This design comes from an exercise in tuning for small area, a short achievable clock period and few clock cycles on the open sky130 flow, not from production work.
Function was checked by simulation only, so behaviour that the tests miss may differ from the original.

== old ==
Design fex_core, start of the top module:
module fex_core (
    input  wire        clk,
    input  wire        rst,
    output reg         mem_valid,
    output reg         mem_we,
    output wire [15:0] mem_addr,
    output wire [3:0]  mem_bank,
    output reg  [7:0]  mem_wdata,
    input  wire        mem_ready,
    input  wire [7:0]  mem_rdata,
    output wire        in_ready,
    input  wire        in_valid,
    input  wire [7:0]  in_data,
    input  wire        in_end,
    output wire        out_valid,
    output wire [7:0]  out_data,
    output wire        halted,
    output reg  [1:0]  fault,
    input  wire [2:0]  dbg_sel,
    output wire [15:0] dbg_data
);
    localparam [4:0] S_F0   = 5'd0,    
                     S_F1   = 5'd1,    
                     S_F2   = 5'd2,    
                     S_F3   = 5'd3,    
                     S_L1   = 5'd4,    
                     S_L2   = 5'd5,    
                     S_W1   = 5'd6,    
                     S_W2   = 5'd7,    
                     S_S1   = 5'd8,    
                     S_S2   = 5'd9,    
                     S_S3   = 5'd10,   
                     S_S4   = 5'd11,   
                     S_S5   = 5'd12,   
                     S_S6   = 5'd13,   
                     S_MD   = 5'd14,   
                     S_OUT  = 5'd15,   
                     S_IN   = 5'd16,   
                     S_NEXT = 5'd17,   
                     S_HALT = 5'd18;
    localparam [1:0] F_INVALID_REG = 2'd1, F_BANK = 2'd2;
    reg [15:0] ra, rb, rx, ry;
    reg [14:0] sp;
    reg [15:0] ip;            
    reg [3:0]  bank;          
    reg [7:0]  flags;
    reg [4:0]  state;
    reg [5:0]  opi;           
    reg [2:0]  rr;            
    reg [15:0] ad;            
    reg [15:0] bw;            
    reg [15:0] quo;           
    reg [15:0] rem;           
    reg [3:0]  cnt;
    reg [7:0]  wd;            
    reg        c_sub, c_mul, c_div;   
    wire [7:0] rd = mem_rdata;
    wire [5:0] mdiff  = {1'b0, rd[4:0]} - {3'd0, rd[7:5]};
  ...
For scale: about 2400 cells after synthesis, about 200 flip-flops, ~18000 um^2 of cells after synthesis.
clock: 8.0 ns
lec_check: 0
cap_margin: 20
core_margin: 2
core_utilization: 40
setup_slack_margin: 3.5
slew_margin: 20
run.sh (not shown) runs the stock make flow with config.mk's settings and CLKGATE_MAP_FILE= SYNTH_SCRIPT=/design/flow/synth_recipe.tcl, a recipe that flattens the netlist after the stock synthesis.
Testbench counts of old, summed over its fixed seeds: cycles 151,979.
Inputs modified between old and new:
--- a/flow/design.v
+++ b/flow/design.v
@@ -179,12 +179,14 @@
     wire st_s4 = (state == S_S4);
     wire [15:0] ax = st_md ? {rem[14:0], c_div & quo[15]} : quo;
     wire        asub = c_sub;
     wire [15:0] ay = (c_mul & st_md) ? (quo[15] ? bw : 16'd0) : (c_sub ? ~bw : bw);
     wire [16:0] asum = {1'b0, ax} + {1'b0, ay} + {16'd0, asub};
     wire        div_ge = rem[15] | asum[16];
+    wire b_zero  = (bw == 16'd0);
+    wire md_skip = b_zero | ((rd == 8'd0) & (quo[7:0] == 8'd0));
     wire lo_eq  = (quo[7:0] == bw[7:0]);
     wire lo_gt  = (quo[7:0] > bw[7:0]);
     wire cmp_eq = (rd == bw[15:8]) & lo_eq;
     wire cmp_gt = (rd > bw[15:8]) | ((rd == bw[15:8]) & lo_gt);
     reg [15:0] res;
     always @(*) begin
@@ -345,13 +347,13 @@
             end
             S_S4: if (mem_ready) begin
                 if (o_cmp) begin
                     ad_src = 3'd2; ip_nip = 1'b1; nstate = S_F0;
                 end else begin
                     ad_src = 3'd4;
-                    nstate = (o_mul | o_div) ? S_MD : S_S5;
+                    nstate = ((o_mul | o_div) & ~md_skip) ? S_MD : S_S5;
                 end
             end
             S_MD: if (cnt == 4'd15) nstate = S_S5;
             S_S5: if (mem_ready) begin
                 ad_src = 3'd1; nstate = S_S6;
             end
@@ -421,13 +423,13 @@
             wd <= o_sta ? ra[7:0] : o_stb ? rb[7:0] : rf[7:0];
         else if (state == S_W1 && (mem_ready || ad[15]))
             wd <= rf[15:8];
         else if (state == S_S2)
             wd <= ~bw[7:0];                        
         else if (st_s4)
-            wd <= res[7:0];
+            wd <= (c_mul | c_div) ? {8{c_div & b_zero}} : res[7:0];
         else if (state == S_S5 && mem_ready)
             wd <= res[15:8];
         else if (st_md)
             wd <= c_div ? {quo[6:0], div_ge} : asum[7:0];
         if (state == S_F0 && mem_ready) begin
             opi   <= rd_mod;
@@ -445,13 +447,16 @@
         if (st_md) begin
             rem <= (c_mul | div_ge) ? asum[15:0] : ax;
             quo <= {quo[14:0], c_div & div_ge};
             cnt <= cnt + 4'd1;
         end else begin
             if (mem_ready && (state == S_S3)) quo[7:0] <= rd;
-            if (mem_ready && st_s4) quo[15:8] <= rd;
+            if (mem_ready && st_s4) begin
+                if (c_div & b_zero) quo <= 16'hFFFF;
+                else quo[15:8] <= rd;
+            end
             if (st_s4) begin
                 rem <= 16'd0;
                 cnt <= 4'd0;
             end
         end
     end
==> run notes <==
- Hold slack: new vs old, no meaningful difference
- Re mean area per synthesized cell: old was lower than new.
- [compare] base=old new=new: number of antenna violations at the first check in global routing climbed 1; final area barely changed; total standard cell area after synthesis up about 1.2%.
- Against old, new reports a number of cells in the finished layout apart from fillers that is higher.
- Number of fill cells in the layout, new vs old: up by a few percent
- Note that the number of instances resized during post-cts repair recorded for new amounts to 0.868 times the value seen in old.
- Parity-gate share of the synthesized area counting xor and xnor cells: new vs old down 0.33 points
- Between new and old, mux cell area share after synthesis is higher for new, old comes in under that.
- Status: post-synthesis cell count parity (old, new)
- Re sequential share of layout area: old was higher than new.
Testbench counts of new, summed over its fixed seeds: cycles 145,563.

-- port drivers added, routing unchanged --
The flow's constraints put no driver on any port. The routed layouts listed below were extracted and timed again, unchanged, in two steps. Step 1 (the two cells are an assumption about what drives the block):
set clk [get_ports {clk}]
set_driving_cell -lib_cell sky130_fd_sc_hd__clkbuf_16 $clk
set_driving_cell -lib_cell sky130_fd_sc_hd__buf_2 [delete_from_list [all_inputs] $clk]
Step 2 times the ports against the registers' clock, not the clock port: input delays grow and output delays shrink by t, the midpoint of the rising clock arrivals with the driver on. Three values: ideal ports, drivers, drivers and shift; two values: the first two.
run	shift t [ns]	setup slack, ns	worst slew at a driven data input, ns
old	0.649	3.474 / 3.445 / 2.994	0.11
new	0.635	3.404 / 3.342 / 2.980	0.15
After both steps setup and hold are still met in every run listed. For old, which loses most, drivers alone change the setup slack by -0.029 ns; drivers and shift together by -0.480 ns.
